What follows belongs to an exercise in optimizing a design on an open flow for small area; a production flow would make more cautious choices. Function was checked by simulation only, so behaviour that the tests miss may differ from the original.

### design/flow/design.v
module drum_sin_rom (
    input  wire [7:0]  idx,
    output reg  [15:0] val
);
    always @(*) begin
        case (idx)
            8'd0: val = 16'd101;
            8'd1: val = 16'd302;
            8'd2: val = 16'd503;
            8'd3: val = 16'd704;
            8'd4: val = 16'd905;
            8'd5: val = 16'd1106;
            8'd6: val = 16'd1307;
            8'd7: val = 16'd1507;
            8'd8: val = 16'd1708;
            8'd9: val = 16'd1909;
            8'd10: val = 16'd2110;
            8'd11: val = 16'd2310;
            8'd12: val = 16'd2511;
            8'd13: val = 16'd2711;
            8'd14: val = 16'd2911;
            8'd15: val = 16'd3112;
            8'd16: val = 16'd3312;
            8'd17: val = 16'd3512;
            8'd18: val = 16'd3712;
            8'd19: val = 16'd3911;
            8'd20: val = 16'd4111;
            8'd21: val = 16'd4310;
            8'd22: val = 16'd4509;
            8'd23: val = 16'd4708;
            8'd24: val = 16'd4907;
            8'd25: val = 16'd5106;
            8'd26: val = 16'd5305;
            8'd27: val = 16'd5503;
            8'd28: val = 16'd5701;
            8'd29: val = 16'd5899;
            8'd30: val = 16'd6096;
            8'd31: val = 16'd6294;
            8'd32: val = 16'd6491;
            8'd33: val = 16'd6688;
            8'd34: val = 16'd6885;
            8'd35: val = 16'd7081;
            8'd36: val = 16'd7277;
            8'd37: val = 16'd7473;
            8'd38: val = 16'd7669;
            8'd39: val = 16'd7864;
            8'd40: val = 16'd8059;
            8'd41: val = 16'd8254;
            8'd42: val = 16'd8448;
            8'd43: val = 16'd8642;
            8'd44: val = 16'd8836;
            8'd45: val = 16'd9030;
            8'd46: val = 16'd9223;
            8'd47: val = 16'd9416;
            8'd48: val = 16'd9608;
            8'd49: val = 16'd9800;
            8'd50: val = 16'd9992;
            8'd51: val = 16'd10183;
            8'd52: val = 16'd10374;
            8'd53: val = 16'd10564;
            8'd54: val = 16'd10754;
            8'd55: val = 16'd10944;
            8'd56: val = 16'd11133;
            8'd57: val = 16'd11322;
            8'd58: val = 16'd11511;
            8'd59: val = 16'd11699;
            8'd60: val = 16'd11886;
            8'd61: val = 16'd12074;
            8'd62: val = 16'd12260;
            8'd63: val = 16'd12446;
            8'd64: val = 16'd12632;
            8'd65: val = 16'd12817;
            8'd66: val = 16'd13002;
            8'd67: val = 16'd13187;
            8'd68: val = 16'd13370;
            8'd69: val = 16'd13554;
            8'd70: val = 16'd13736;
            8'd71: val = 16'd13919;
            8'd72: val = 16'd14101;
            8'd73: val = 16'd14282;
            8'd74: val = 16'd14462;
            8'd75: val = 16'd14643;
            8'd76: val = 16'd14822;
            8'd77: val = 16'd15001;
            8'd78: val = 16'd15180;
            8'd79: val = 16'd15358;
            8'd80: val = 16'd15535;
            8'd81: val = 16'd15712;
            8'd82: val = 16'd15888;
            8'd83: val = 16'd16063;
            8'd84: val = 16'd16238;
            8'd85: val = 16'd16413;
            8'd86: val = 16'd16586;
            8'd87: val = 16'd16759;
            8'd88: val = 16'd16932;
            8'd89: val = 16'd17104;
            8'd90: val = 16'd17275;
            8'd91: val = 16'd17445;
            8'd92: val = 16'd17615;
            8'd93: val = 16'd17784;
            8'd94: val = 16'd17953;
            8'd95: val = 16'd18121;
            8'd96: val = 16'd18288;
            8'd97: val = 16'd18454;
            8'd98: val = 16'd18620;
            8'd99: val = 16'd18785;
            8'd100: val = 16'd18950;
            8'd101: val = 16'd19113;
            8'd102: val = 16'd19276;
            8'd103: val = 16'd19438;
            8'd104: val = 16'd19600;
            8'd105: val = 16'd19761;
            8'd106: val = 16'd19921;
            8'd107: val = 16'd20080;
            8'd108: val = 16'd20238;
            8'd109: val = 16'd20396;
            8'd110: val = 16'd20553;
            8'd111: val = 16'd20709;
            8'd112: val = 16'd20865;
            8'd113: val = 16'd21019;
            8'd114: val = 16'd21173;
            8'd115: val = 16'd21326;
            8'd116: val = 16'd21479;
            8'd117: val = 16'd21630;
            8'd118: val = 16'd21781;
            8'd119: val = 16'd21930;
            8'd120: val = 16'd22079;
            8'd121: val = 16'd22227;
            8'd122: val = 16'd22375;
            8'd123: val = 16'd22521;
            8'd124: val = 16'd22667;
            8'd125: val = 16'd22812;
            8'd126: val = 16'd22956;
            8'd127: val = 16'd23099;
            8'd128: val = 16'd23241;
            8'd129: val = 16'd23382;
            8'd130: val = 16'd23522;
            8'd131: val = 16'd23662;
            8'd132: val = 16'd23801;
            8'd133: val = 16'd23938;
            8'd134: val = 16'd24075;
            8'd135: val = 16'd24211;
            8'd136: val = 16'd24346;
            8'd137: val = 16'd24480;
            8'd138: val = 16'd24613;
            8'd139: val = 16'd24746;
            8'd140: val = 16'd24877;
            8'd141: val = 16'd25007;
            8'd142: val = 16'd25137;
            8'd143: val = 16'd25265;
            8'd144: val = 16'd25393;
            8'd145: val = 16'd25519;
            8'd146: val = 16'd25645;
            8'd147: val = 16'd25770;
            8'd148: val = 16'd25893;
            8'd149: val = 16'd26016;
            8'd150: val = 16'd26138;
            8'd151: val = 16'd26259;
            8'd152: val = 16'd26378;
            8'd153: val = 16'd26497;
            8'd154: val = 16'd26615;
            8'd155: val = 16'd26732;
            8'd156: val = 16'd26848;
            8'd157: val = 16'd26962;
            8'd158: val = 16'd27076;
            8'd159: val = 16'd27189;
            8'd160: val = 16'd27300;
            8'd161: val = 16'd27411;
            8'd162: val = 16'd27521;
            8'd163: val = 16'd27629;
            8'd164: val = 16'd27737;
            8'd165: val = 16'd27843;
            8'd166: val = 16'd27949;
            8'd167: val = 16'd28053;
            8'd168: val = 16'd28157;
            8'd169: val = 16'd28259;
            8'd170: val = 16'd28360;
            8'd171: val = 16'd28460;
            8'd172: val = 16'd28560;
            8'd173: val = 16'd28658;
            8'd174: val = 16'd28755;
            8'd175: val = 16'd28850;
            8'd176: val = 16'd28945;
            8'd177: val = 16'd29039;
            8'd178: val = 16'd29131;
            8'd179: val = 16'd29223;
            8'd180: val = 16'd29313;
            8'd181: val = 16'd29403;
            8'd182: val = 16'd29491;
            8'd183: val = 16'd29578;
            8'd184: val = 16'd29664;
            8'd185: val = 16'd29749;
            8'd186: val = 16'd29832;
            8'd187: val = 16'd29915;
            8'd188: val = 16'd29997;
            8'd189: val = 16'd30077;
            8'd190: val = 16'd30156;
            8'd191: val = 16'd30234;
            8'd192: val = 16'd30311;
            8'd193: val = 16'd30387;
            8'd194: val = 16'd30462;
            8'd195: val = 16'd30535;
            8'd196: val = 16'd30607;
            8'd197: val = 16'd30679;
            8'd198: val = 16'd30749;
            8'd199: val = 16'd30818;
            8'd200: val = 16'd30885;
            8'd201: val = 16'd30952;
            8'd202: val = 16'd31017;
            8'd203: val = 16'd31082;
            8'd204: val = 16'd31145;
            8'd205: val = 16'd31206;
            8'd206: val = 16'd31267;
            8'd207: val = 16'd31327;
            8'd208: val = 16'd31385;
            8'd209: val = 16'd31442;
            8'd210: val = 16'd31498;
            8'd211: val = 16'd31553;
            8'd212: val = 16'd31607;
            8'd213: val = 16'd31659;
            8'd214: val = 16'd31710;
            8'd215: val = 16'd31760;
            8'd216: val = 16'd31809;
            8'd217: val = 16'd31857;
            8'd218: val = 16'd31903;
            8'd219: val = 16'd31949;
            8'd220: val = 16'd31993;
            8'd221: val = 16'd32036;
            8'd222: val = 16'd32077;
            8'd223: val = 16'd32118;
            8'd224: val = 16'd32157;
            8'd225: val = 16'd32195;
            8'd226: val = 16'd32232;
            8'd227: val = 16'd32267;
            8'd228: val = 16'd32302;
            8'd229: val = 16'd32335;
            8'd230: val = 16'd32367;
            8'd231: val = 16'd32397;
            8'd232: val = 16'd32427;
            8'd233: val = 16'd32455;
            8'd234: val = 16'd32482;
            8'd235: val = 16'd32508;
            8'd236: val = 16'd32533;
            8'd237: val = 16'd32556;
            8'd238: val = 16'd32578;
            8'd239: val = 16'd32599;
            8'd240: val = 16'd32619;
            8'd241: val = 16'd32637;
            8'd242: val = 16'd32655;
            8'd243: val = 16'd32671;
            8'd244: val = 16'd32685;
            8'd245: val = 16'd32699;
            8'd246: val = 16'd32711;
            8'd247: val = 16'd32722;
            8'd248: val = 16'd32732;
            8'd249: val = 16'd32741;
            8'd250: val = 16'd32748;
            8'd251: val = 16'd32755;
            8'd252: val = 16'd32759;
            8'd253: val = 16'd32763;
            8'd254: val = 16'd32766;
            8'd255: val = 16'd32767;
            default: val = 16'd0;
        endcase
    end
endmodule
module drum_exp2_rom (
    input  wire [7:0]  idx,
    output reg  [15:0] val
);
    always @(*) begin
        case (idx)
            8'd0: val = 16'd32768;
            8'd1: val = 16'd32679;
            8'd2: val = 16'd32591;
            8'd3: val = 16'd32503;
            8'd4: val = 16'd32415;
            8'd5: val = 16'd32327;
            8'd6: val = 16'd32240;
            8'd7: val = 16'd32153;
            8'd8: val = 16'd32066;
            8'd9: val = 16'd31979;
            8'd10: val = 16'd31893;
            8'd11: val = 16'd31806;
            8'd12: val = 16'd31720;
            8'd13: val = 16'd31635;
            8'd14: val = 16'd31549;
            8'd15: val = 16'd31464;
            8'd16: val = 16'd31379;
            8'd17: val = 16'd31294;
            8'd18: val = 16'd31209;
            8'd19: val = 16'd31125;
            8'd20: val = 16'd31041;
            8'd21: val = 16'd30957;
            8'd22: val = 16'd30873;
            8'd23: val = 16'd30790;
            8'd24: val = 16'd30706;
            8'd25: val = 16'd30623;
            8'd26: val = 16'd30541;
            8'd27: val = 16'd30458;
            8'd28: val = 16'd30376;
            8'd29: val = 16'd30293;
            8'd30: val = 16'd30212;
            8'd31: val = 16'd30130;
            8'd32: val = 16'd30048;
            8'd33: val = 16'd29967;
            8'd34: val = 16'd29886;
            8'd35: val = 16'd29805;
            8'd36: val = 16'd29725;
            8'd37: val = 16'd29644;
            8'd38: val = 16'd29564;
            8'd39: val = 16'd29484;
            8'd40: val = 16'd29405;
            8'd41: val = 16'd29325;
            8'd42: val = 16'd29246;
            8'd43: val = 16'd29167;
            8'd44: val = 16'd29088;
            8'd45: val = 16'd29009;
            8'd46: val = 16'd28931;
            8'd47: val = 16'd28852;
            8'd48: val = 16'd28774;
            8'd49: val = 16'd28697;
            8'd50: val = 16'd28619;
            8'd51: val = 16'd28542;
            8'd52: val = 16'd28464;
            8'd53: val = 16'd28388;
            8'd54: val = 16'd28311;
            8'd55: val = 16'd28234;
            8'd56: val = 16'd28158;
            8'd57: val = 16'd28082;
            8'd58: val = 16'd28006;
            8'd59: val = 16'd27930;
            8'd60: val = 16'd27855;
            8'd61: val = 16'd27779;
            8'd62: val = 16'd27704;
            8'd63: val = 16'd27629;
            8'd64: val = 16'd27554;
            8'd65: val = 16'd27480;
            8'd66: val = 16'd27406;
            8'd67: val = 16'd27332;
            8'd68: val = 16'd27258;
            8'd69: val = 16'd27184;
            8'd70: val = 16'd27110;
            8'd71: val = 16'd27037;
            8'd72: val = 16'd26964;
            8'd73: val = 16'd26891;
            8'd74: val = 16'd26818;
            8'd75: val = 16'd26746;
            8'd76: val = 16'd26674;
            8'd77: val = 16'd26601;
            8'd78: val = 16'd26530;
            8'd79: val = 16'd26458;
            8'd80: val = 16'd26386;
            8'd81: val = 16'd26315;
            8'd82: val = 16'd26244;
            8'd83: val = 16'd26173;
            8'd84: val = 16'd26102;
            8'd85: val = 16'd26031;
            8'd86: val = 16'd25961;
            8'd87: val = 16'd25891;
            8'd88: val = 16'd25821;
            8'd89: val = 16'd25751;
            8'd90: val = 16'd25681;
            8'd91: val = 16'd25612;
            8'd92: val = 16'd25543;
            8'd93: val = 16'd25474;
            8'd94: val = 16'd25405;
            8'd95: val = 16'd25336;
            8'd96: val = 16'd25268;
            8'd97: val = 16'd25199;
            8'd98: val = 16'd25131;
            8'd99: val = 16'd25063;
            8'd100: val = 16'd24995;
            8'd101: val = 16'd24928;
            8'd102: val = 16'd24860;
            8'd103: val = 16'd24793;
            8'd104: val = 16'd24726;
            8'd105: val = 16'd24659;
            8'd106: val = 16'd24593;
            8'd107: val = 16'd24526;
            8'd108: val = 16'd24460;
            8'd109: val = 16'd24394;
            8'd110: val = 16'd24328;
            8'd111: val = 16'd24262;
            8'd112: val = 16'd24196;
            8'd113: val = 16'd24131;
            8'd114: val = 16'd24066;
            8'd115: val = 16'd24001;
            8'd116: val = 16'd23936;
            8'd117: val = 16'd23871;
            8'd118: val = 16'd23806;
            8'd119: val = 16'd23742;
            8'd120: val = 16'd23678;
            8'd121: val = 16'd23614;
            8'd122: val = 16'd23550;
            8'd123: val = 16'd23486;
            8'd124: val = 16'd23423;
            8'd125: val = 16'd23359;
            8'd126: val = 16'd23296;
            8'd127: val = 16'd23233;
            8'd128: val = 16'd23170;
            8'd129: val = 16'd23108;
            8'd130: val = 16'd23045;
            8'd131: val = 16'd22983;
            8'd132: val = 16'd22921;
            8'd133: val = 16'd22859;
            8'd134: val = 16'd22797;
            8'd135: val = 16'd22735;
            8'd136: val = 16'd22674;
            8'd137: val = 16'd22613;
            8'd138: val = 16'd22552;
            8'd139: val = 16'd22491;
            8'd140: val = 16'd22430;
            8'd141: val = 16'd22369;
            8'd142: val = 16'd22309;
            8'd143: val = 16'd22248;
            8'd144: val = 16'd22188;
            8'd145: val = 16'd22128;
            8'd146: val = 16'd22068;
            8'd147: val = 16'd22009;
            8'd148: val = 16'd21949;
            8'd149: val = 16'd21890;
            8'd150: val = 16'd21831;
            8'd151: val = 16'd21772;
            8'd152: val = 16'd21713;
            8'd153: val = 16'd21654;
            8'd154: val = 16'd21595;
            8'd155: val = 16'd21537;
            8'd156: val = 16'd21479;
            8'd157: val = 16'd21421;
            8'd158: val = 16'd21363;
            8'd159: val = 16'd21305;
            8'd160: val = 16'd21247;
            8'd161: val = 16'd21190;
            8'd162: val = 16'd21133;
            8'd163: val = 16'd21076;
            8'd164: val = 16'd21019;
            8'd165: val = 16'd20962;
            8'd166: val = 16'd20905;
            8'd167: val = 16'd20849;
            8'd168: val = 16'd20792;
            8'd169: val = 16'd20736;
            8'd170: val = 16'd20680;
            8'd171: val = 16'd20624;
            8'd172: val = 16'd20568;
            8'd173: val = 16'd20513;
            8'd174: val = 16'd20457;
            8'd175: val = 16'd20402;
            8'd176: val = 16'd20347;
            8'd177: val = 16'd20292;
            8'd178: val = 16'd20237;
            8'd179: val = 16'd20182;
            8'd180: val = 16'd20127;
            8'd181: val = 16'd20073;
            8'd182: val = 16'd20019;
            8'd183: val = 16'd19965;
            8'd184: val = 16'd19911;
            8'd185: val = 16'd19857;
            8'd186: val = 16'd19803;
            8'd187: val = 16'd19750;
            8'd188: val = 16'd19696;
            8'd189: val = 16'd19643;
            8'd190: val = 16'd19590;
            8'd191: val = 16'd19537;
            8'd192: val = 16'd19484;
            8'd193: val = 16'd19431;
            8'd194: val = 16'd19379;
            8'd195: val = 16'd19326;
            8'd196: val = 16'd19274;
            8'd197: val = 16'd19222;
            8'd198: val = 16'd19170;
            8'd199: val = 16'd19118;
            8'd200: val = 16'd19066;
            8'd201: val = 16'd19015;
            8'd202: val = 16'd18963;
            8'd203: val = 16'd18912;
            8'd204: val = 16'd18861;
            8'd205: val = 16'd18810;
            8'd206: val = 16'd18759;
            8'd207: val = 16'd18708;
            8'd208: val = 16'd18658;
            8'd209: val = 16'd18607;
            8'd210: val = 16'd18557;
            8'd211: val = 16'd18507;
            8'd212: val = 16'd18457;
            8'd213: val = 16'd18407;
            8'd214: val = 16'd18357;
            8'd215: val = 16'd18308;
            8'd216: val = 16'd18258;
            8'd217: val = 16'd18209;
            8'd218: val = 16'd18160;
            8'd219: val = 16'd18110;
            8'd220: val = 16'd18061;
            8'd221: val = 16'd18013;
            8'd222: val = 16'd17964;
            8'd223: val = 16'd17915;
            8'd224: val = 16'd17867;
            8'd225: val = 16'd17819;
            8'd226: val = 16'd17770;
            8'd227: val = 16'd17722;
            8'd228: val = 16'd17674;
            8'd229: val = 16'd17627;
            8'd230: val = 16'd17579;
            8'd231: val = 16'd17531;
            8'd232: val = 16'd17484;
            8'd233: val = 16'd17437;
            8'd234: val = 16'd17390;
            8'd235: val = 16'd17343;
            8'd236: val = 16'd17296;
            8'd237: val = 16'd17249;
            8'd238: val = 16'd17202;
            8'd239: val = 16'd17156;
            8'd240: val = 16'd17109;
            8'd241: val = 16'd17063;
            8'd242: val = 16'd17017;
            8'd243: val = 16'd16971;
            8'd244: val = 16'd16925;
            8'd245: val = 16'd16879;
            8'd246: val = 16'd16834;
            8'd247: val = 16'd16788;
            8'd248: val = 16'd16743;
            8'd249: val = 16'd16697;
            8'd250: val = 16'd16652;
            8'd251: val = 16'd16607;
            8'd252: val = 16'd16562;
            8'd253: val = 16'd16518;
            8'd254: val = 16'd16473;
            8'd255: val = 16'd16428;
            default: val = 16'd0;
        endcase
    end
endmodule
module drum_exp2 (
    input  wire [30:0] y,
    output wire [15:0] e
);
    wire [15:0] frac;
    drum_exp2_rom rom (.idx(y[11:4]), .val(frac));
    assign e = (|y[30:16]) ? 16'd0 : (frac >> y[15:12]);
endmodule
module drum_sine (
    input  wire [15:0] p,
    output wire [14:0] mag,
    output wire        neg
);
    wire [7:0]  idx = p[14] ? ~p[13:6] : p[13:6];
    wire [15:0] val;
    drum_sin_rom rom (.idx(idx), .val(val));
    assign mag = val[14:0];
    assign neg = p[15];
endmodule
module drum_mac (
    input  wire [30:0] a,
    input  wire [3:0]  d,
    input  wire [30:0] c,
    output wire [30:0] q
);
    wire [34:0] p0 = {4'd0, a & {31{d[0]}}};
    wire [34:0] p1 = {3'd0, a & {31{d[1]}}, 1'b0};
    wire [34:0] p2 = {2'd0, a & {31{d[2]}}, 2'b0};
    wire [34:0] p3 = {1'd0, a & {31{d[3]}}, 3'b0};
    wire [34:0] cc = {4'd0, c};
    wire [34:0] s1 = cc ^ p0 ^ p1;
    wire [34:0] k1 = ((cc & p0) | (cc & p1) | (p0 & p1)) << 1;
    wire [34:0] s2 = s1 ^ k1 ^ p2;
    wire [34:0] k2 = ((s1 & k1) | (s1 & p2) | (k1 & p2)) << 1;
    wire [34:0] s3 = s2 ^ k2 ^ p3;
    wire [34:0] k3 = ((s2 & k2) | (s2 & p3) | (k2 & p3)) << 1;
    wire [35:0] cy;
    wire [34:0] sum;
    assign cy[0] = 1'b0;
    genvar i;
    generate for (i = 0; i < 35; i = i + 1) begin : rc
        assign sum[i]  = s3[i] ^ k3[i] ^ cy[i];
        assign cy[i+1] = (s3[i] & k3[i]) | (s3[i] & cy[i]) | (k3[i] & cy[i]);
    end endgenerate
    assign q = sum[34:4];
endmodule
module drum_core (
    input  wire               clk,
    input  wire               rst,           
    input  wire               byte_valid,
    input  wire [7:0]         byte_data,
    output wire               byte_ready,
    input  wire               block_valid,
    input  wire [15:0]        block_fshift,  
    output wire               block_ready,
    input  wire [3:0]         press,         
    input  wire               overrun,
    output wire               out_valid,
    output wire signed [19:0] out_sample,
    output reg                overrun_flag
);
    localparam [4:0] S_IDLE = 5'd0,  S_SLOT = 5'd1,  S_YE   = 5'd2,  S_XT   = 5'd3,
                     S_LIN  = 5'd4,  S_YT   = 5'd5,  S_V    = 5'd6,  S_Q    = 5'd7,
                     S_IE   = 5'd8,  S_FM   = 5'd9,  S_PM   = 5'd10, S_MT   = 5'd11,
                     S_FC   = 5'd12, S_PC   = 5'd13, S_RAMP = 5'd14, S_DY   = 5'd15,
                     S_AMP  = 5'd16, S_Y    = 5'd17, S_NA   = 5'd19,
                     S_NT   = 5'd20, S_ADDN = 5'd21, S_SUBN = 5'd22, S_FINF = 5'd23,
                     S_FINT = 5'd24, S_OUT  = 5'd25, S_ZX   = 5'd26;
    reg [4:0] state;
    assign byte_ready  = (state == S_IDLE);
    assign block_ready = (state == S_IDLE);
    reg [1:0] phase;             
    reg       start_flag, stop_flag;
    reg [7:0] pending_note;
    reg [39:0] slot_note;        
    reg [4:0]  slot_active;
    reg [1:0]  var0, var1, var2;
    reg [3:0]  btn;
    reg [15:0] fshift;
    reg [15:0] lfsr;
    reg [13:0] cnt0, cnt1, cnt3;
    reg [14:0] cnt2, cnt6;
    reg [12:0] cnt4;
    reg [4:0]  sample_i;
    reg [2:0]  s;                
    reg [2:0]  drum;
    reg        in_trans;         
    reg        wrap;             
    reg        pend_y;           
    reg [19:0] acc;              
    assign out_valid  = (state == S_OUT);
    assign out_sample = acc;
    reg [29:0] W;                
    reg [30:0] ACC;
    reg [2:0]  step;
    reg [15:0] T1;
    reg        T2s;              
    wire [15:0] T2 = {T2s, W[14:0]};    
    wire [2:0] lay = in_trans ? ((drum == 3'd0) ? 3'd5 : 3'd6) : drum;
    reg  [14:0] n;
    always @(*) begin
        case (lay)
            3'd0:    n = {1'b0, cnt0};
            3'd1:    n = {1'b0, cnt1};
            3'd2:    n = cnt2;
            3'd3:    n = {1'b0, cnt3};
            3'd4:    n = {2'b0, cnt4};
            3'd5:    n = {1'b0, cnt0};    
            default: n = cnt6;
        endcase
    end
    reg [15:0] pn, kd, amp15, ki;
    reg [17:0] slope;
    reg [29:0] fct, fmt;
    reg [11:0] iturn;
    reg [21:0] kl;
    reg [1:0]  shape;            
    reg        shifted;
    reg [1:0]  var_sel;
    always @(*) begin
        case (lay)
            3'd0, 3'd5: var_sel = var0;
            3'd1:       var_sel = var1;
            default:    var_sel = var2;
        endcase
    end
    always @(*) begin
        pn = 0; amp15 = 0; kd = 0; slope = 0; fct = 0; fmt = 0;
        iturn = 0; shape = 0; ki = 0; kl = 0; shifted = 1'b1;
        case (lay)
            3'd0: begin  
                pn = 240; slope = 69905; kd = 630; amp15 = 32768;
                fct = 5368709; fmt = 8053064; shape = 0; ki = 1576;
                case (var_sel) 2'd0: iturn = 1304; 2'd1: iturn = 1630; 2'd2: iturn = 1956; default: iturn = 2608; endcase
            end
            3'd1: begin  
                pn = 96; slope = 139810; kd = 788; amp15 = 26214;
                fct = 16106127; fmt = 29527900; shape = 1; kl = 447392;
                case (var_sel) 2'd0: iturn = 2608; 2'd1: iturn = 2934; 2'd2: iturn = 3259; default: iturn = 3911; endcase
            end
            3'd2: begin  
                pn = 192; slope = 78643; kd = 525; amp15 = 29491;
                fct = 10737418; fmt = 16106127; shape = 0; ki = 630;
                case (var_sel) 2'd0: iturn = 978; 2'd1: iturn = 1304; 2'd2: iturn = 1630; default: iturn = 2282; endcase
            end
            3'd3: begin  
                pn = 192; slope = 78643; kd = 630; amp15 = 29491;
                fct = 14316558; fmt = 21474836; shape = 0; ki = 630;
                case (var_sel) 2'd0: iturn = 978; 2'd1: iturn = 1304; 2'd2: iturn = 1630; default: iturn = 2282; endcase
            end
            3'd4: begin  
                pn = 48; slope = 209715; kd = 1576; amp15 = 19661;
                fct = 536870912; fmt = 760567125; shape = 0; ki = 1051;
                iturn = 3259; shifted = 1'b0;
            end
            3'd5: begin  
                pn = 48; slope = 174763; kd = 6303; amp15 = 16384;
                fct = 35791394; fmt = 62634940; shape = 2;
                case (var_sel) 2'd0: iturn = 1956; 2'd1: iturn = 2282; 2'd2: iturn = 2608; default: iturn = 3259; endcase
            end
            default: begin  
                pn = 48; slope = 139810; kd = 7879; amp15 = 13107;
                fct = 44739243; fmt = 71582788; shape = 1; kl = 2982616;
                case (var_sel) 2'd0: iturn = 1304; 2'd1: iturn = 1630; 2'd2: iturn = 1956; default: iturn = 2608; endcase
            end
        endcase
    end
    wire [15:0] nthr = (drum == 3'd0) ? 16'd14400 : (drum == 3'd1) ? 16'd12000 :
                       (drum == 3'd2) ? 16'd16800 : (drum == 3'd3) ? 16'd14400 : 16'd4800;
    wire        has_noise = (drum == 3'd1) || (drum == 3'd4);
    wire        has_trans = (drum == 3'd0) || (drum == 3'd2) || (drum == 3'd3);
    wire        heavy     = (drum[2:1] == 2'd0);      
    reg  [15:0] n_off;
    always @(*) begin
        case (state)
            S_V, S_Q:       n_off = 16'd48;
            S_DY:           n_off = 16'd0 - pn;
            S_FINF, S_FINT: n_off = 16'd1;
            default:        n_off = 16'd0;
        endcase
    end
    wire [15:0] nb = {1'b0, n} + n_off;
    wire [30:0] mac_q;
    wire [15:0] e;
    drum_exp2 exp_u (.y(mac_q), .e(e));
    wire        use_t1 = (state == S_PC);
    wire        t1neg  = use_t1 & T2[15];
    wire [15:0] sin_p  = mac_q[15:0] + ((use_t1 ? T1 : 16'd0) ^ {16{t1neg}}) + {15'd0, t1neg};
    wire [14:0] sin_mag;
    wire        sin_neg;
    drum_sine sine_u (.p(sin_p), .mag(sin_mag), .neg(sin_neg));
    reg [30:0] a_src;
    reg [15:0] b_src;
    reg [30:0] c_src;
    reg [2:0]  last;
    reg        is_op, use_w;
    always @(*) begin
        a_src = 31'd0; b_src = 16'd0; c_src = 31'd0; last = 3'd3; is_op = 1'b1; use_w = 1'b0;
        case (state)
            S_YE:   begin a_src = {6'd0, ki, 8'd0};      b_src = nb;   end
            S_LIN:  begin a_src = {8'd0, kl};            b_src = nb;   end
            S_YT:   begin a_src = 30'd1613568;           b_src = nb;   c_src = 31'd77454080; end
            S_V:    begin a_src = 30'd977342464;         b_src = nb;   last = 3'd2; end
            S_Q:    begin use_w = 1'b1;                  b_src = nb;   last = 3'd5; end
            S_IE:   begin a_src = {13'd0, T1, 1'b0};     b_src = {1'b0, T2[14:0]}; end
            S_XT:   begin a_src = {10'd0, iturn, 4'd0};  b_src = T1;
                          c_src = (shape == 2'd1) ? {15'd0, iturn, 4'd0} : 31'd0; end
            S_FM:   begin a_src = shifted ? {1'b0, fmt[27:0], 2'b00} : {fmt, 1'b0};
                          b_src = shifted ? fshift : 16'd32768; end
            S_PM:   begin use_w = 1'b1;                  b_src = nb;   end
            S_MT:   begin a_src = {13'd0, T1, 1'b0};     b_src = {T2[14:0], 1'b0};
                          c_src = T2[15] ? 31'd65532 : 31'd0; end
            S_FC:   begin a_src = shifted ? {1'b0, fct[27:0], 2'b00} : {fct, 1'b0};
                          b_src = shifted ? fshift : 16'd32768; end
            S_PC:   begin use_w = 1'b1;                  b_src = nb;   end
            S_RAMP: begin a_src = {9'd0, slope, 3'd0};   b_src = nb;   last = 3'd2; end
            S_DY:   begin a_src = {6'd0, kd, 8'd0};      b_src = nb;   end
            S_AMP:  begin a_src = {13'd0, amp15, 1'b0};  b_src = T1;   end
            S_Y:    begin a_src = {13'd0, T1, 1'b0};     b_src = {1'b0, T2[14:0]};
                          c_src = T2[15] ? 31'd65534 : 31'd0; end
            S_NA:   begin a_src = {13'd0, T1, 1'b0};     b_src = (drum == 3'd1) ? 16'd16384 : 16'd22938; end
            S_NT:   begin a_src = {13'd0, T1, 1'b0};     b_src = lfsr; end
            default: is_op = 1'b0;
        endcase
    end
    wire       first = (step == 3'd0);
    wire       done  = is_op && (step == last);
    reg  [3:0] digit;
    always @(*) begin
        case (step)
            3'd0:    digit = b_src[3:0];
            3'd1:    digit = b_src[7:4];
            3'd2:    digit = b_src[11:8];
            3'd3:    digit = b_src[15:12];
            default: digit = 4'd0;
        endcase
    end
    drum_mac mac (
        .a(use_w ? {1'b0, W} : a_src),
        .d(digit),
        .c(first ? c_src : ACC),
        .q(mac_q)
    );
    reg  [16:0] acc_x;
    reg         acc_sub;
    always @(*) begin
        acc_x   = ACC[16:0];
        acc_sub = 1'b0;
        if (state == S_SUBN) begin
            acc_x   = {T1, 1'b0};
            acc_sub = 1'b1;
        end else if (pend_y) begin
            acc_sub = T2[15];
        end
    end
    wire [19:0] acc_w    = heavy ? {2'b00, acc_x, 1'b0} : {3'b000, acc_x};
    wire [19:0] acc_next = acc + (acc_w ^ {20{acc_sub}}) + {19'd0, acc_sub};
    wire [15:0] lfsr_next = lfsr[0] ? ((lfsr >> 1) ^ 16'hB400) : (lfsr >> 1);
    wire [4:0] act = slot_active;
    wire [4:0] hit;
    genvar g;
    generate for (g = 0; g < 5; g = g + 1) begin : slot_hit
        assign hit[g] = act[g] && (slot_note[g*8 +: 8] == pending_note);
    end endgenerate
    wire [4:0] free_oh  = ~act & {&act[3:0], &act[2:0], &act[1:0], act[0], 1'b1};
    wire [4:0] match_oh = hit & {~|hit[3:0], ~|hit[2:0], ~|hit[1:0], ~hit[0], 1'b1};
    wire [3:0]  btn_eff   = btn | press;
    wire       take_byte  = (state == S_IDLE) && byte_valid;
    wire       take_block = (state == S_IDLE) && !byte_valid && block_valid;
    wire       frame_end  = take_byte && (phase == 2'd2);
    wire       do_on      = frame_end && start_flag;
    wire       do_off     = frame_end && !start_flag && stop_flag;
    integer k;
    always @(posedge clk) begin
        for (k = 0; k < 5; k = k + 1) begin
            if (do_on && free_oh[k]) begin
                slot_note[k*8 +: 8] <= pending_note;
                slot_active[k]      <= 1'b1;
            end
            if ((do_off && match_oh[k]) || (take_block && btn_eff[3]))
                slot_active[k] <= 1'b0;
        end
        if (rst) slot_active <= 5'd0;
    end
    reg  [7:0]  cur_note;
    reg         cur_act;
    always @(*) begin
        case (s)
            3'd0:    begin cur_note = slot_note[7:0];   cur_act = slot_active[0]; end
            3'd1:    begin cur_note = slot_note[15:8];  cur_act = slot_active[1]; end
            3'd2:    begin cur_note = slot_note[23:16]; cur_act = slot_active[2]; end
            3'd3:    begin cur_note = slot_note[31:24]; cur_act = slot_active[3]; end
            default: begin cur_note = slot_note[39:32]; cur_act = slot_active[4]; end
        endcase
    end
    wire        cur_drum  = (cur_note >= 8'd60) && (cur_note <= 8'd64);
    wire [2:0]  cur_d     = cur_note[2:0] - 3'd4;        
    wire [14:0] n_sub     = (drum == 3'd0) ? {1'b0, cnt0} : cnt6;
    wire        sub_live  = (drum == 3'd0) ? (n_sub < 15'd960) : (n_sub < 15'd720);
    wire        cnt_wr = (state == S_FINF) || (state == S_FINT);
    wire        cnt_clr = (state == S_FINF) ? ({1'b0, n} >= nthr) : wrap;
    wire [14:0] cnt_d  = cnt_clr ? 15'd0 : nb[14:0];
    always @(posedge clk) begin
        if (rst) begin
            cnt0 <= 14'd0; cnt1 <= 14'd0; cnt2 <= 15'd0; cnt3 <= 14'd0;
            cnt4 <= 13'd0; cnt6 <= 15'd0;
        end else if (cnt_wr) begin
            case (lay)
                3'd0:    cnt0 <= cnt_d[13:0];
                3'd1:    cnt1 <= cnt_d[13:0];
                3'd2:    cnt2 <= cnt_d;
                3'd3:    cnt3 <= cnt_d[13:0];
                3'd4:    cnt4 <= cnt_d[12:0];
                3'd6:    cnt6 <= cnt_d;
                default: ;
            endcase
        end
    end
    integer j;
    always @(posedge clk) begin
        btn <= btn | press;
        pend_y <= (state == S_Y) && done;
        if (pend_y) acc <= acc_next;
        if (overrun) overrun_flag <= 1'b1;
        ACC  <= mac_q;
        step <= (is_op && !done) ? step + 3'd1 : 3'd0;
        case (state)
            S_IDLE: begin
                if (byte_valid) begin
                    case (phase)
                        2'd0: begin
                            start_flag <= (byte_data == 8'h90);
                            stop_flag  <= (byte_data == 8'h80);
                            phase      <= 2'd1;
                        end
                        2'd1: begin
                            pending_note <= byte_data;
                            phase        <= 2'd2;
                        end
                        default: begin
                            phase <= 2'd0;
                            start_flag <= 1'b0;
                            stop_flag  <= 1'b0;
                        end
                    endcase
                end else if (block_valid) begin
                    fshift <= block_fshift;
                    if (btn_eff[0]) var0 <= var0 + 2'd1;
                    if (btn_eff[1]) var1 <= var1 + 2'd1;
                    if (btn_eff[2]) var2 <= var2 + 2'd1;
                    btn      <= 4'd0;
                    sample_i <= 5'd0;
                    s        <= 3'd0;
                    acc      <= 20'd0;
                    state    <= S_SLOT;
                end
            end
            S_SLOT: begin
                if (s == 3'd0) acc <= 20'd0;
                in_trans <= 1'b0;
                if (s == 3'd5) begin
                    state <= S_OUT;
                end else if (cur_act && cur_drum) begin
                    drum <= cur_d;
                    if (cur_d == 3'd1)
                        state <= (cnt1 < 14'd4800) ? S_LIN : S_ZX;
                    else
                        state <= S_YE;
                end else begin
                    s <= s + 3'd1;
                end
            end
            S_ZX: begin              
                T1    <= 16'd0;
                state <= S_FC;
            end
            S_YE:   if (done) begin
                        T1    <= e;
                        state <= S_XT;
                    end
            S_LIN:  if (done) begin
                        T1    <= {1'b0, ~mac_q[14:0]};    
                        state <= S_XT;
                    end
            S_YT:   if (done) begin
                        T1    <= e;
                        state <= S_V;
                    end
            S_V:    if (done) begin
                        W     <= mac_q[29:0];
                        state <= S_Q;
                    end
            S_Q:    if (done) begin
                        W[14:0] <= mac_q[14:0];
                        state <= S_IE;
                    end
            S_IE:   if (done) begin
                        T1    <= mac_q[15:0];
                        state <= S_XT;
                    end
            S_XT:   if (done) begin
                        T1    <= mac_q[15:0];
                        state <= S_FM;
                    end
            S_FM:   if (done) begin
                        W     <= mac_q[29:0];
                        state <= S_PM;
                    end
            S_PM:   if (done) begin
                        T2s     <= sin_neg;
                        W[14:0] <= sin_mag;
                        state <= S_MT;
                    end
            S_MT:   if (done) begin
                        T1    <= mac_q[15:0];
                        state <= S_FC;
                    end
            S_FC:   if (done) begin
                        W     <= mac_q[29:0];
                        state <= S_PC;
                    end
            S_PC:   if (done) begin
                        T2s     <= sin_neg;
                        W[14:0] <= sin_mag;
                        state <= ({1'b0, n} <= pn) ? S_RAMP : S_DY;
                    end
            S_RAMP: if (done) begin
                        T1    <= mac_q[15:0];
                        state <= S_Y;
                    end
            S_DY:   if (done) begin
                        T1    <= e;
                        state <= S_AMP;
                    end
            S_AMP:  if (done) begin
                        T1    <= mac_q[15:0];
                        state <= S_Y;
                    end
            S_Y:    if (done) begin
                        in_trans <= 1'b0;
                        if (in_trans)                   state <= S_FINF;
                        else if (has_noise)             state <= S_NA;
                        else if (has_trans && sub_live) begin
                            in_trans <= 1'b1;
                            state    <= (drum == 3'd0) ? S_YT : S_LIN;
                        end else                        state <= S_FINF;
                    end
            S_NA:   if (done) begin
                        T1    <= mac_q[15:0];
                        state <= S_NT;
                    end
            S_NT:   if (done) state <= S_ADDN;
            S_ADDN: begin
                        acc   <= acc_next;
                        state <= S_SUBN;
                    end
            S_SUBN: begin
                        if (lfsr[15]) acc <= acc_next;
                        lfsr  <= lfsr_next;
                        state <= S_FINF;
                    end
            S_FINF: begin
                wrap <= ({1'b0, n} >= nthr);
                if (drum == 3'd2 || drum == 3'd3) begin
                    in_trans <= 1'b1;        
                    state    <= S_FINT;
                end else begin
                    s     <= s + 3'd1;
                    state <= S_SLOT;
                end
            end
            S_FINT: begin
                in_trans <= 1'b0;
                s        <= s + 3'd1;
                state    <= S_SLOT;
            end
            S_OUT: begin
                s <= 3'd0;
                if (sample_i == 5'd31) begin
                    state <= S_IDLE;
                end else begin
                    sample_i <= sample_i + 5'd1;
                    state    <= S_SLOT;
                end
            end
            default: state <= S_IDLE;
        endcase
        if (rst) begin
            state        <= S_IDLE;
            phase        <= 2'd0;
            var0 <= 2'd0; var1 <= 2'd0; var2 <= 2'd0;
            btn          <= 4'd0;
            lfsr         <= 16'hACE1;
            step         <= 3'd0;
            pend_y       <= 1'b0;
            overrun_flag <= 1'b0;
        end
    end
endmodule
### design/flow/flow/run.sh
#!/bin/bash
# Standard ORFS layout, with the combinational logic of the standard synthesis
# re-mapped by ABC for area before floorplanning. Registers (cells and names)
# are left exactly as the standard synthesis made them, and so are its full
# adders.
set -euo pipefail
HERE=$(pwd)
YOSYS=${YOSYS_EXE:-$FLOW_HOME/../tools/install/yosys/bin/yosys}
LIB=$FLOW_HOME/platforms/sky130hd/lib/sky130_fd_sc_hd__tt_025C_1v80.lib
RES=$HERE/orfs/results/$FLOW_PLATFORM/drum_core/base

bash standard.sh synth > $HERE/synth.log 2>&1

cp $RES/1_2_yosys.v $HERE/synth_std.v
SEQ=$(grep -oE 'cell \("?sky130_fd_sc_hd__(df|edf|sdf|dl|conb|fa_)[a-z0-9_]*' $LIB | sed -E 's/cell \("?//' | sort -u | tr '\n' ' ')
sed -e "s#@LIB@#$LIB#g" -e "s#@SEQ@#$SEQ#g" -e "s#@IN@#$HERE/synth_std.v#g" \
    -e "s#@OUT@#$HERE/synth_remap.v#g" -e "s#@TOP@#$FLOW_TOP#g" flow/remap.ys > $HERE/remap_run.ys
$YOSYS -q -l $HERE/remap.log $HERE/remap_run.ys > /dev/null 2>&1
cp $HERE/synth_remap.v $RES/1_2_yosys.v

# Clock tree: no dummy loads, and clusters sized for the flip-flop clock-pin
# slew limit.
CTS_ARGS="-sink_clustering_enable -repair_clock_nets -dont_use_dummy_load -sink_clustering_size 12 -sink_clustering_max_diameter 60 -buf_list {sky130_fd_sc_hd__clkbuf_8 sky130_fd_sc_hd__clkbuf_16}"
bash standard.sh finish "CTS_ARGS=$CTS_ARGS" > $HERE/finish.log 2>&1
### design/flow/flow/remap.ys
read_liberty -ignore_miss_func @LIB@
read_verilog @IN@
hierarchy -top @TOP@
setattr -mod -set keep_hierarchy 1 @SEQ@
flatten
rename -hide w:*.*
select @TOP@
opt_clean -purge
abc -liberty @LIB@ -dont_use *probe* -dont_use *lpflow* -script +strash;dc2;dch,-f;amap;strash;dch,-f;amap;
opt_clean -purge
setundef -zero
hilomap -singleton -hicell sky130_fd_sc_hd__conb_1 HI -locell sky130_fd_sc_hd__conb_1 LO
opt_clean -purge
splitnets
opt_clean -purge
insbuf -buf sky130_fd_sc_hd__buf_4 A X
hierarchy -top @TOP@
select @TOP@
stat -liberty @LIB@
write_verilog -noattr -noexpr -nohex -nodec -selected @OUT@
### design/flow/standard.sh
#!/bin/bash
# synth_recipe.tcl (not shown) runs the flow's synth.tcl, then flattens the netlist and writes it again
# the make line also repeats each setting of config.mk as NAME=value (left out here)
make -C /OpenROAD-flow-scripts/flow DESIGN_CONFIG=/design/flow/config.mk WORK_HOME=/design/flow/orfs CLKGATE_MAP_FILE= SYNTH_SCRIPT=/design/flow/synth_recipe.tcl "${@:-finish}"
### design/flow/config.mk
export PLATFORM = sky130hd
export DESIGN_NAME = drum_core
export DESIGN_NICKNAME = drum_core
export VERILOG_FILES = /design/flow/design.v
export SDC_FILE = /design/flow/constraint.sdc
export NUM_CORES = 4
export LEC_CHECK = 0
export CAP_MARGIN = 20
export CORE_MARGIN = 2
export CORE_UTILIZATION = 30
export GPL_TIMING_DRIVEN = 0
export SLEW_MARGIN = 20
### design/flow/constraint.sdc
create_clock -name core_clock -period 30.0 [get_ports {clk}]
set_input_delay 6.0000 -clock core_clock [delete_from_list [all_inputs] [get_ports {clk}]]
set_output_delay 6.0000 -clock core_clock [all_outputs]
set_load 0.01 [all_outputs]
==> notes.md, run 1 <==
Post-Syn Area - 0.02688 mm^2
Via count - 31560
GRT overflow - 0
Initial antenna violation count - 3
Synthesis Warnings - 3
Setup violations, final - 0
NumNets Final - 4116
RSZ-0062 raised after global routing - no
CP max stage delay - 1.18 ns
Worst skew pair latency - 0.57 ns
Slew HR - 0.1967
Critical path data arrival time - 27.54 ns
Dpl cell area - 0.02945 mm^2
CTS tree - done
Post-CTS sizing - 0
TritonCTS Buffers - 39
Worst hold path type - flip-flop to flip-flop
All-layer global routing usage - 0.2828
CP Launch Type - flip-flop
Final worst path period share - 0.9102
Critical path's most frequent cell - nor2_1
Slew Limit Fails - 0
Initial drt markers - 4587
Post-CTS Setup Repair Bufs - 0
Routed wire per std cell - 26.05 um
Post-Synthesis Cells - 3829
Min Tclk post-route - 27.31 ns
Share of cells above drive strength 1 - 0.02980
Crit Path Class - flip-flop to flip-flop
P&R area growth vs syn - 13.26%
Final hold vios - 0
Fin area - 0.03045 mm^2
Post-route DRC - 0
Gpl congestion - 1.040
Post-DRT Antenna Nets - 0
Clk slew on worst S/H paths - 0.06 ns
Worst path required time - 30.23 ns
Largest net degree at the start of global routing - 42
Clock Tree Buf Depth - 3
Boundary Pins - 57
Root Buffer - clkbuf_16
Synthesized area per cell - 7.021 um^2
DRT Pass-1 Iters - 9
Clock Skew - 0.08895 ns
First-pass GRT wire length - 196400 um
Die width - 303.3 um
Endpoint type of the worst setup path - flip-flop
Status - no timing/DRC/antenna violations
Critical-path top delay cell - fa_1
Die height - 303.3 um
DRT Wirelength - 133600 um
Die Footprint - 0.09202 mm^2
Post-DP HPWL - 102700 um
Vias in the first global route - 29580
Inst Count DP - 5085
H-tree depth - 2
Cts hold-fix bufs - 0
Fmax - 36.62 MHz
Max Cap Viol - 0
Core area - 0.08865 mm^2
Initial Util - 0.3032
Via-per-instance ratio - 6.155
Clk sink count - 305
Hold slack final - 0.4579 ns
Port Buffer Count - 56
Rows - 109
Crit-path max FO - 30
Worst-margin pin slew - 1.204 ns
Final cell count without fillers - 5127
## critical path, delay by kind of cell, from the launching register on
| family | cells | cell delay [ns] |
|---|---|---|
| DFF | 1 | 0.76 |
| AOI/OAI and AO/OA | 14 | 4.73 |
| adders and majority gates | 17 | 7.67 |
| and+or+nand+nor | 30 | 8.08 |
| buffers and inverters | 14 | 5.60 |
## cells in the final DEF (no fill, tap or decap), drive strengths merged, types with 7 or more instances in the layout
| cell type | count |
|---|---|
| nand3 | 30 |
| o21a | 30 |
| o221ai | 65 |
| o22ai | 235 |
| a22oi | 27 |
| nor2b | 25 |
| o32ai | 33 |
| o31ai | 9 |
| nor4 | 46 |
| a32oi | 8 |
| o311ai | 14 |
| o32a | 14 |
| nand2 | 203 |
| o21ai | 226 |
| fa | 121 |
| a221oi | 47 |
| o211ai | 13 |
| nand4 | 9 |
| a21oi | 237 |
| edfxtp | 125 |
| a222oi | 13 |
| and3 | 7 |
| or3 | 28 |
| nor2 | 955 |
| a31oi | 43 |
| clkdlybuf4s50 | 55 |
| nor3 | 174 |
| a211oi | 61 |
| clkinv | 604 |
| a2111oi | 52 |
| clkbuf | 39 |
| or2 | 90 |
| dfxtp | 180 |
| buf | 35 |
| o41ai | 8 |
| a311oi | 8 |
| o22a | 21 |
## stage by stage
step           TNS, ns  utilization  setup WS, ns
6_report             0       0.3434         2.693
5_1_grt              0       0.3434         1.590
4_1_cts              0       0.3433         3.535
3_5_place_dp         0       0.3323         3.708
3_3_place_gp    -44.16       0.3261        -3.508
2_1_floorplan        0            -         6.507
## final timing paths
kind / startpoint / endpoint / slack [ns] / cells past startpoint
min: btn[0] / btn[0] / 0.46 / 1
min reg2reg: btn[0] / btn[0] / 0.46 / 1
max reg2reg: drum[2] / W[7] / 2.69 / 75
max: drum[2] / W[7] / 2.69 / 75
## state kept, by name, summed over array words and instances, names as in the netlist, 3 cells and up
register,count
ACC,31
T1,16
W,30
acc,20
btn,4
cnt0,14
cnt1,14
cnt2,15
cnt3,14
cnt4,13
cnt6,15
drum,3
fshift,16
lfsr,16
pending_note,8
s,3
sample_i,5
slot_active,5
slot_note,40
state,5
step,3
## area by class of cell
type | instances | area [um^2]
Fill cell | 9646 | 58200
Tap cell | 1165 | 1458
Antenna cell | 2 | 5.005
Buffer | 1 | 7.507
Clock buffer | 39 | 975.9
Timing Repair Buffer | 90 | 918.4
Sequential cell | 305 | 7357
Inverter | 604 | 2273
Multi-Input combinational cell | 2921 | 17450
## metal layers
layer	track usage	part of all wire	vias to the layer above
met1	0.3936	0.43	15020
li1	-	-	14100
met3	0.04591	0.098	406
met2	0.4323	0.42	2029
met4	0.1217	0.051	2
met5	0	0.000097	-
==> run 2: changes to the inputs <==
--- a/design/flow/flow/run.sh
+++ b/design/flow/flow/run.sh
@@ -21,4 +21,4 @@
 # Clock tree: no dummy loads, and clusters sized for the flip-flop clock-pin
 # slew limit.
-CTS_ARGS="-sink_clustering_enable -repair_clock_nets -dont_use_dummy_load -sink_clustering_size 12 -sink_clustering_max_diameter 60 -buf_list {sky130_fd_sc_hd__clkbuf_8 sky130_fd_sc_hd__clkbuf_16}"
+CTS_ARGS="-sink_clustering_enable -repair_clock_nets -dont_use_dummy_load -sink_clustering_size 7 -sink_clustering_max_diameter 40 -sink_buffer_max_cap_derate 1.0 -buf_list {sky130_fd_sc_hd__clkbuf_4}"
 bash standard.sh finish "CTS_ARGS=$CTS_ARGS" > $HERE/finish.log 2>&1
==> run 2 against run 1 <==
Clock-buffer cell count increased by 28. Cell area decreased by 1.5%. Critical path depth unchanged. Hold slack got worse by 0.010 ns. Die area unchanged. Clock skew increased by 0.049 ns. Still clean on timing, DRC and antenna. Via count increased by 0.97%.
==> notes.md, run 2 <==
Status - no timing/DRC/antenna violations
Top Registers - slot_note: 40 flops, ACC: 31 flops, W: 30 flops
Max FFs per register - 40 (unchanged)
Area occupied by multi-input gates - 0.01746 mm^2 (about the same)
CP Launch Type - flip-flop
Fill cell count - 9729 (+0.86%)
Post-DP HPWL - 102700 um (unchanged)
P&R area growth vs syn - 11.52%
CP max stage delay - 1.19 ns (about the same)
Worst-margin pin slew - 1.232 ns (+0.02841 ns)
Critical path data arrival time - 27.93 ns (+0.39 ns)
Core area - 0.08865 mm^2 (unchanged)
Post-CTS sizing - 0 (unchanged)
Top routing layer in use - met5
Clk slew on worst S/H paths - 0.09 ns (+0.03 ns)
Crit-path max FO - 30 (unchanged)
Wl on met1 - 56700 um (-0.67%)
GRT overflow - 0 (unchanged)
TritonCTS Buffers - 67 (+72%)
Post-CTS Setup Repair Bufs - 0 (unchanged)
Synthesized area per cell - 7.021 um^2 (unchanged)
WL met3 - 13580 um (+3.7%)
Reg with most FFs - slot_note
Boundary Pins - 57 (unchanged)
Min Tclk post-route - 27.48 ns (+0.1720 ns)
Routed wire per std cell - 25.97 um (-0.32%)
Post-route DRC - 0 (unchanged)
Die width - 303.3 um (unchanged)
All-layer global routing usage - 0.2841 (+0.001269)
Vias in the first global route - 29820 (+0.78%)
Max Cap Viol - 0 (unchanged)
Die height - 303.3 um (unchanged)
RSZ-0062 raised after global routing - no
Pre-CTS setup slack - 3.708 ns (unchanged)
Post-Synthesis Cells - 3829 (unchanged)
Clk sink count - 305 (unchanged)
Hold slack final - 0.4477 ns (-0.01017 ns)
Initial antenna violation count - 4 (+1)
Post-DRT Antenna Nets - 0 (unchanged)
Setup violations, final - 0 (unchanged)
Post-Syn Area - 0.02688 mm^2 (unchanged)
Final cell count without fillers - 5155 (+0.55%)
Initial drt markers - 4577 (-0.22%)
Root Buffer - clkbuf_4
Via count - 31860 (+0.97%)
Hold depth - 2 (+1)
DRT Pass-1 Iters - 9 (unchanged)
Gpl congestion - 1.040 (unchanged)
Crit Path Class - flip-flop to flip-flop
Endpoint type of the worst setup path - flip-flop
Worst path required time - 30.45 ns (+0.22 ns)
Worst setup margin - 2.521 ns (-0.1720 ns)
Met2 wire length - 57060 um (+0.80%)
Slew Limit Fails - 0 (unchanged)
Sequential cell area - 0.007357 mm^2 (unchanged)
H-tree depth - 3 (+1)
Commonest non-fill, non-tap cell in the layout - nor2_1
Final hold vios - 0 (unchanged)
Synthesis Warnings - 3 (unchanged)
First-pass GRT wire length - 196600 um (+0.11%)
Die Footprint - 0.09202 mm^2 (unchanged)
Worst skew pair latency - 0.84 ns (+0.27 ns)
Clock Skew - 0.1384 ns (+0.04945 ns)
Critical-path top delay cell - fa_1
FF-to-FF path depth - 75 (unchanged)
Most frequent cells in the layout - nor2_1, clkinv_1, a21oi_1, o22ai_1, o21ai_0
Clock Tree Buf Depth - 3 (unchanged)
Critical path's most frequent cell - nor2_1
Largest net degree at the start of global routing - 42 (unchanged)
Inst Count DP - 5085 (unchanged)
Slew HR - 0.1756 (-0.02106)
Cts hold-fix bufs - 0 (unchanged)
Setup tns final - 0 ns (unchanged)
DRT Wirelength - 133900 um (+0.23%)
Initial Util - 0.3032 (unchanged)
Final worst path period share - 0.9160 (+0.005732)
Via-per-instance ratio - 6.181 (+0.42%)
NumNets Final - 4144 (+0.68%)
CTS tree - done
Port Buffer Count - 56 (unchanged)
Share of cells above drive strength 1 - 0.03686 (+0.007063)
Worst hold path type - flip-flop to flip-flop
Rows - 109 (unchanged)
Fmax - 36.39 MHz (-0.63%)
## run 2: per-layer routing
metal,track usage,vias to the layer above
li1,-,14160
met1,0.3925,15250
met2,0.4324,2063
met3,0.04919,387
met4,0.1286,2
met5,0,-
## run 2: worst max-delay path: cells and delay by family (launching register included)
family | cells | cell delay, ns
AND/OR/NAND/NOR | 30 | 8.10
adder cells (fa/ha/maj) | 17 | 7.71
flip-flops | 1 | 0.77
AO/OA/AOI/OAI | 14 | 4.74
buffers and inverters | 14 | 5.64
## run 2: final timing paths
check / from / end / slack, ns
worst max-delay path: drum[2] / W[7] / 2.52
worst min-delay path: lfsr[2] / lfsr[1] / 0.45
worst max register to register: drum[2] / W[7] / 2.52
worst min register to register: lfsr[2] / lfsr[1] / 0.45
## run 2: cell type report
class / count / share of cell area
Multi-Input combinational cell: 2921 / 0.5822
Sequential cell: 305 / 0.2454
Timing Repair Buffer: 90 / 0.03072
Clock buffer: 67 / 0.01678
Antenna cell: 2 / 0.0001669
Tap cell: 1165 / 0.04862
Buffer: 1 / 0.0002504
Inverter: 604 / 0.07583
## run 2: per-stage QoR
stage / instance area (um^2) / utilization
after CTS: 29960 / 0.3379
after global placement: 28910 / 0.3261
after floorplan: 26890 / -
final: 29980 / 0.3382
after detailed placement: 29450 / 0.3323
after global routing: 29980 / 0.3382
==> run 3: changes to the inputs <==
--- a/design/flow/flow/run.sh
+++ b/design/flow/flow/run.sh
@@ -21,4 +21,4 @@
 # Clock tree: no dummy loads, and clusters sized for the flip-flop clock-pin
 # slew limit.
-CTS_ARGS="-sink_clustering_enable -repair_clock_nets -dont_use_dummy_load -sink_clustering_size 7 -sink_clustering_max_diameter 40 -sink_buffer_max_cap_derate 1.0 -buf_list {sky130_fd_sc_hd__clkbuf_4}"
+CTS_ARGS="-sink_clustering_enable -repair_clock_nets -dont_use_dummy_load -buf_list {sky130_fd_sc_hd__clkbuf_4}"
 bash standard.sh finish "CTS_ARGS=$CTS_ARGS" > $HERE/finish.log 2>&1
==> run 3 against run 2 <==
Clock skew up 0.0034 ns. Non-clock buffer count unchanged. Die area is the same. Fmax rose by 0.11%. Largest cell class unchanged. Global-route usage increased by 0.12 points.
==> notes.md, run 3 <==
Min Tclk post-route - 27.45 ns (-0.02998 ns)
RSZ-0062 raised after global routing - no
Post-CTS Setup Repair Bufs - 0 (unchanged)
Worst path required time - 30.51 ns (+0.06 ns)
Largest net degree at the start of global routing - 42 (unchanged)
Setup tns final - 0 ns (unchanged)
CTS tree - done
Initial antenna violation count - 4 (unchanged)
Critical path data arrival time - 27.96 ns (+0.03 ns)
TritonCTS Buffers - 87 (+30%)
CP max stage delay - 1.18 ns (about the same)
Critical R2R Capture - W[7]
Clk sink count - 305 (unchanged)
Clock Tree Buf Depth - 3 (unchanged)
Pre-CTS setup slack - 3.708 ns (unchanged)
Worst-margin pin slew - 1.214 ns (-0.01821 ns)
Routed wire per std cell - 25.97 um (about the same)
Critical path buffer and inverter count - 14 (unchanged)
Worst Hold Launch - btn[0]
Gpl congestion - 1.040 (unchanged)
Post-Syn Area - 0.02688 mm^2 (unchanged)
Clock Skew - 0.1418 ns (+0.003444 ns)
Die Footprint - 0.09202 mm^2 (unchanged)
P&R area growth vs syn - 12.08%
Root Buffer - clkbuf_4
DRT Wirelength - 134400 um (+0.39%)
Die height - 303.3 um (unchanged)
Synthesis Warnings - 3 (unchanged)
Slew HR - 0.1878 (+0.01218)
WHS Endpoint - btn[0]
Die width - 303.3 um (unchanged)
Post-Synthesis Cells - 3829 (unchanged)
Worst setup margin - 2.551 ns (+0.02998 ns)
NumNets Final - 4164 (+0.48%)
Cts hold-fix bufs - 0 (unchanged)
Endpoint type of the worst setup path - flip-flop
Setup violations, final - 0 (unchanged)
FF-to-FF path depth - 75 (unchanged)
Slew Limit Fails - 0 (unchanged)
Post-route DRC - 0 (unchanged)
Hold depth - 1 (-1)
DRT Pass-1 Iters - 8 (-1)
Core area - 0.08865 mm^2 (unchanged)
Hold slack final - 0.4568 ns (+0.009091 ns)
Final worst path period share - 0.9150 (-0.0009993)
Most frequent cells in the layout - nor2_1, clkinv_1, a21oi_1, o22ai_1, o21ai_0
Boundary Pins - 57 (unchanged)
Clk slew on worst S/H paths - 0.06 ns (-0.03 ns)
Post-DP HPWL - 102700 um (unchanged)
Initial Util - 0.3032 (unchanged)
Share of cells above drive strength 1 - 0.04167 (+0.004806)
First-pass GRT wire length - 197500 um (+0.46%)
Rows - 109 (unchanged)
CP Launch Type - flip-flop
Worst skew pair latency - 0.88 ns (+0.04 ns)
Fill cell count - 9725 (-0.041%)
Initial drt markers - 4241 (-7.3%)
Max Cap Viol - 0 (unchanged)
Via count - 32010 (+0.46%)
Post-CTS sizing - 0 (unchanged)
H-tree depth - 3 (unchanged)
Fmax - 36.43 MHz (+0.11%)
Critical path's most frequent cell - nor2_1
Worst reg-to-reg setup slack - 2.55 ns (+0.03 ns)
Worst hold path type - flip-flop to flip-flop
Via-per-instance ratio - 6.185 (about the same)
Final hold vios - 0 (unchanged)
Top Registers - slot_note: 40 flops, ACC: 31 flops, W: 30 flops
Port Buffer Count - 56 (unchanged)
Synthesized area per cell - 7.021 um^2 (unchanged)
Critical-path top delay cell - fa_1
Worst R2R Start - drum[2]
Post-DRT Antenna Nets - 0 (unchanged)
Cell family with most CP delay - simple AND/OR/NAND/NOR gates
Status - no timing/DRC/antenna violations
Reg with most FFs - slot_note
Crit-path max FO - 30 (unchanged)
Commonest non-fill, non-tap cell in the layout - nor2_1
Crit Path Class - flip-flop to flip-flop
Max FFs per register - 40 (unchanged)
All-layer global routing usage - 0.2853 (+0.001194)
GRT overflow - 0 (unchanged)
Vias in the first global route - 30100 (+0.97%)
-- run 3: layout make-up --
| class | count | area (um^2) | share of cell area |
|---|---|---|---|
| Multi-Input combinational cell | 2921 | 17460 | 0.5793 |
| Timing Repair Buffer | 90 | 920.9 | 0.03056 |
| Clock buffer | 87 | 653.1 | 0.02168 |
| Buffer | 1 | 7.507 | 0.0002492 |
| Sequential cell | 305 | 7357 | 0.2442 |
| Antenna cell | 2 | 5.005 | 0.0001661 |
| Inverter | 604 | 2273 | 0.07545 |
| Tap cell | 1165 | 1458 | 0.04838 |
-- run 3: routing by layer --
| layer | vias to the layer above | track usage | wire length (um) |
|---|---|---|---|
| met3 | 425 | 0.05183 | 13970 |
| met4 | 2 | 0.1364 | 7028 |
| met2 | 2073 | 0.4324 | 56970 |
| met5 | - | 0 | 18 |
| met1 | 15270 | 0.3913 | 56400 |
| li1 | 14240 | - | - |
-- run 3: worst reg2reg max path, delay by kind of cell, from the launching register on --
family	cells	cell delay [ns]
simple gates	30	8.23
fa+ha+maj	17	7.72
buf+inv	14	5.71
compound gates	14	4.72
flops	1	0.76
-- run 3: per-stage QoR --
step                cells  utilization  instance area [um^2]
floorplan            3831            -                 26890
global placement     5052       0.3261                 28910
detailed placement   5085       0.3323                 29450
CTS                  5172       0.3396                 30110
global route         5175       0.3399                 30130
finish               5175       0.3399                 30130
-- run 3: how the worst max path moves through the flow --
| stage | from | endpoint | slack (ns) | cells after the start |
|---|---|---|---|---|
| 6_report | drum[2] | W[7] | 2.55 | 75 |
| 5_1_grt | drum[2] | W[7] | 1.55 | 78 |
| 4_1_cts | drum[2] | T1[1] | 3.49 | 75 |
| 3_5_place_dp | drum[2] | W[8] | 3.71 | 76 |
| 3_3_place_gp | drum[2] | W[7] | -3.51 | 71 |
| 2_1_floorplan | drum[2] | T1[1] | 6.51 | 74 |
==> run 4: changes to the inputs <==
--- a/design/flow/flow/run.sh
+++ b/design/flow/flow/run.sh
@@ -21,4 +21,4 @@
 # Clock tree: no dummy loads, and clusters sized for the flip-flop clock-pin
 # slew limit.
-CTS_ARGS="-sink_clustering_enable -repair_clock_nets -dont_use_dummy_load -buf_list {sky130_fd_sc_hd__clkbuf_4}"
+CTS_ARGS="-sink_clustering_enable -repair_clock_nets -dont_use_dummy_load -sink_clustering_size 10 -sink_clustering_max_diameter 50 -sink_buffer_max_cap_derate 1.0 -buf_list {sky130_fd_sc_hd__clkbuf_4}"
 bash standard.sh finish "CTS_ARGS=$CTS_ARGS" > $HERE/finish.log 2>&1
==> run 4 against run 3 <==
Register-to-register slack got worse by 0.06 ns. Via count decreased by 0.83%. Clock-buffer cell count decreased by 41. Critical path type unchanged. Worst setup slack got worse by 0.060 ns. Synthesized area unchanged. Utilization decreased by 0.34 points. Critical endpoint unchanged. Sequential share of layout area increased by 0.25 points. Cell count decreased by 0.73%. Critical path depth unchanged. Cell area decreased by 1.0%. Routed wire length decreased by 0.50%.
==> notes.md, run 4 <==
Status - no timing/DRC/antenna violations
Setup violations, final - 0 (unchanged)
Worst setup startpoint - drum[2]
Post-Synthesis Cells - 3829 (unchanged)
CTS tree - done
NumNets Final - 4123 (-0.98%)
Max Cap Viol - 0 (unchanged)
Critical path's most frequent cell - nor2_1
Post-DP HPWL - 102700 um (unchanged)
Share of cells above drive strength 1 - 0.03176 (-0.009905)
Die Footprint - 0.09202 mm^2 (unchanged)
Boundary Pins - 57 (unchanged)
Top Registers - slot_note: 40 flops, ACC: 31 flops, W: 30 flops
Vias in the first global route - 29700 (-1.3%)
DRT Wirelength - 133700 um (-0.50%)
Clk slew on worst S/H paths - 0.11 ns (+0.05 ns)
Final worst path period share - 0.9170 (+0.002007)
Pre-CTS setup slack - 3.708 ns (unchanged)
Clock Skew - 0.1587 ns (+0.01688 ns)
Largest net degree at the start of global routing - 42 (unchanged)
Endpoint type of the worst setup path - flip-flop
Min Tclk post-route - 27.51 ns (+0.06020 ns)
First-pass GRT wire length - 196300 um (-0.61%)
Max FFs per register - 40 (unchanged)
Initial drt markers - 4508 (+6.3%)
Rows - 109 (unchanged)
Post-Syn Area - 0.02688 mm^2 (unchanged)
Reg with most FFs - slot_note
Via count - 31740 (-0.83%)
Critical-path top delay cell - fa_1
P&R area growth vs syn - 10.97%
Post-CTS sizing - 0 (unchanged)
All-layer global routing usage - 0.2829 (-0.002421)
Slew Limit Fails - 0 (unchanged)
Post-CTS Setup Repair Bufs - 0 (unchanged)
Worst-margin pin slew - 1.243 ns (+0.02910 ns)
Worst R2R Start - drum[2]
Fmax - 36.35 MHz (-0.22%)
Via-per-instance ratio - 6.179 (about the same)
Crit Path Class - flip-flop to flip-flop
Root Buffer - clkbuf_4
Synthesis Warnings - 3 (unchanged)
H-tree depth - 2 (-1)
Setup tns final - 0 ns (unchanged)
DRT Pass-1 Iters - 7 (-1)
Die width - 303.3 um (unchanged)
Post-route DRC - 0 (unchanged)
Routed wire per std cell - 26.03 um (+0.23%)
Most frequent cells in the layout - nor2_1, clkinv_1, a21oi_1, o22ai_1, o21ai_0
Cts hold-fix bufs - 0 (unchanged)
Crit-path max FO - 30 (unchanged)
Worst hold path type - flip-flop to flip-flop
Core area - 0.08865 mm^2 (unchanged)
Initial Util - 0.3032 (unchanged)
Fill cell count - 9716 (-0.093%)
Hold slack final - 0.3828 ns (-0.07405 ns)
GRT overflow - 0 (unchanged)
Synthesized area per cell - 7.021 um^2 (unchanged)
Die height - 303.3 um (unchanged)
Worst skew pair latency - 0.84 ns (-0.04 ns)
TritonCTS Buffers - 46 (-47%)
Slew HR - 0.1683 (-0.01947)
Commonest non-fill, non-tap cell in the layout - nor2_1
Port Buffer Count - 56 (unchanged)
Clock Tree Buf Depth - 3 (unchanged)
Final hold vios - 0 (unchanged)
Initial antenna violation count - 5 (+1)
Worst Hold Launch - lfsr[5]
Worst setup margin - 2.491 ns (-0.06020 ns)
RSZ-0062 raised after global routing - no
Critical path data arrival time - 27.94 ns (-0.02 ns)
Worst path required time - 30.43 ns (-0.08 ns)
Core Util, Final - 0.3365 (-0.003387)
Gpl congestion - 1.040 (unchanged)
Post-DRT Antenna Nets - 0 (unchanged)
CP Launch Type - flip-flop
CP max stage delay - 1.18 ns (about the same)
Clk sink count - 305 (unchanged)
run 4: changes by cell type in the layout (fill, tap and decap cells not counted), sizes merged:
cell	change
clkbuf	-41
diode	+3
run 4: final timing paths:
check | cells past startpoint | slack (ns) | to
max reg2reg | 75 | 2.49 | W[7]
min reg2reg | 2 | 0.38 | lfsr[4]
min | 2 | 0.38 | lfsr[4]
max | 75 | 2.49 | W[7]
run 4: metrics by stage:
step	instances	instance area [um^2]
2_1_floorplan	3831	26890
3_5_place_dp	5085	29450
6_report	5137	29830
4_1_cts	5131	29800
3_3_place_gp	5052	28910
5_1_grt	5135	29820
run 4: worst max-delay path, delay by kind of cell (launching register included):
family,cells,cell delay [ns]
AO/OA/AOI/OAI,14,4.76
adder cells (fa/ha/maj),17,7.70
buffers and inverters,14,5.63
flip-flops,1,0.78
AND/OR/NAND/NOR,30,8.13
run 4: per-layer routing:
layer	routed length (um)	track usage	vias to the layer above
met2	56950	0.4338	2043
li1	-	-	14130
met5	18	0	-
met3	13360	0.04648	401
met4	6723	0.1200	2
met1	56660	0.3928	15170
run 4: final cells by class:
type / count / area, um^2 / share of cell area
repair buffers: 90 / 920.9 / 0.03087
diodes: 5 / 12.51 / 0.0004194
flip-flops and latches: 305 / 7357 / 0.2466
plain buffers: 1 / 7.507 / 0.0002517
multi-input cells: 2921 / 17460 / 0.5852
clock buffers: 46 / 345.3 / 0.01158
well taps: 1165 / 1458 / 0.04887
inverters: 604 / 2273 / 0.07621

==> static timing again, ports no longer ideal <==
The flow's constraints put no driver on any port. The routed layouts listed below were extracted and timed again, unchanged, in two steps. Step 1 (the two cells are an assumption about what drives the block):
set clk [get_ports {clk}]
set_driving_cell -lib_cell sky130_fd_sc_hd__clkbuf_16 $clk
set_driving_cell -lib_cell sky130_fd_sc_hd__buf_2 [delete_from_list [all_inputs] $clk]
Step 2, shift: input delay + t, output delay - t, t = (earliest + latest rising clock arrival at the registers) / 2. This alone moves slack from input paths to output paths. Slacks: ideal ports / drivers / drivers and shift; pairs: ideal ports / drivers.
run	shift t [ns]	setup slack, ns	clock arrival spread, ns
run 1	0.587	2.693 / 2.693 / 2.693	0.089 / 0.089
run 2	0.821	2.521 / 2.521 / 2.521	0.139 / 0.139
run 3	0.872	2.551 / 2.551 / 2.551	0.149 / 0.150
run 4	0.818	2.491 / 2.491 / 2.491	0.159 / 0.160
After both steps every run listed still meets setup and hold.
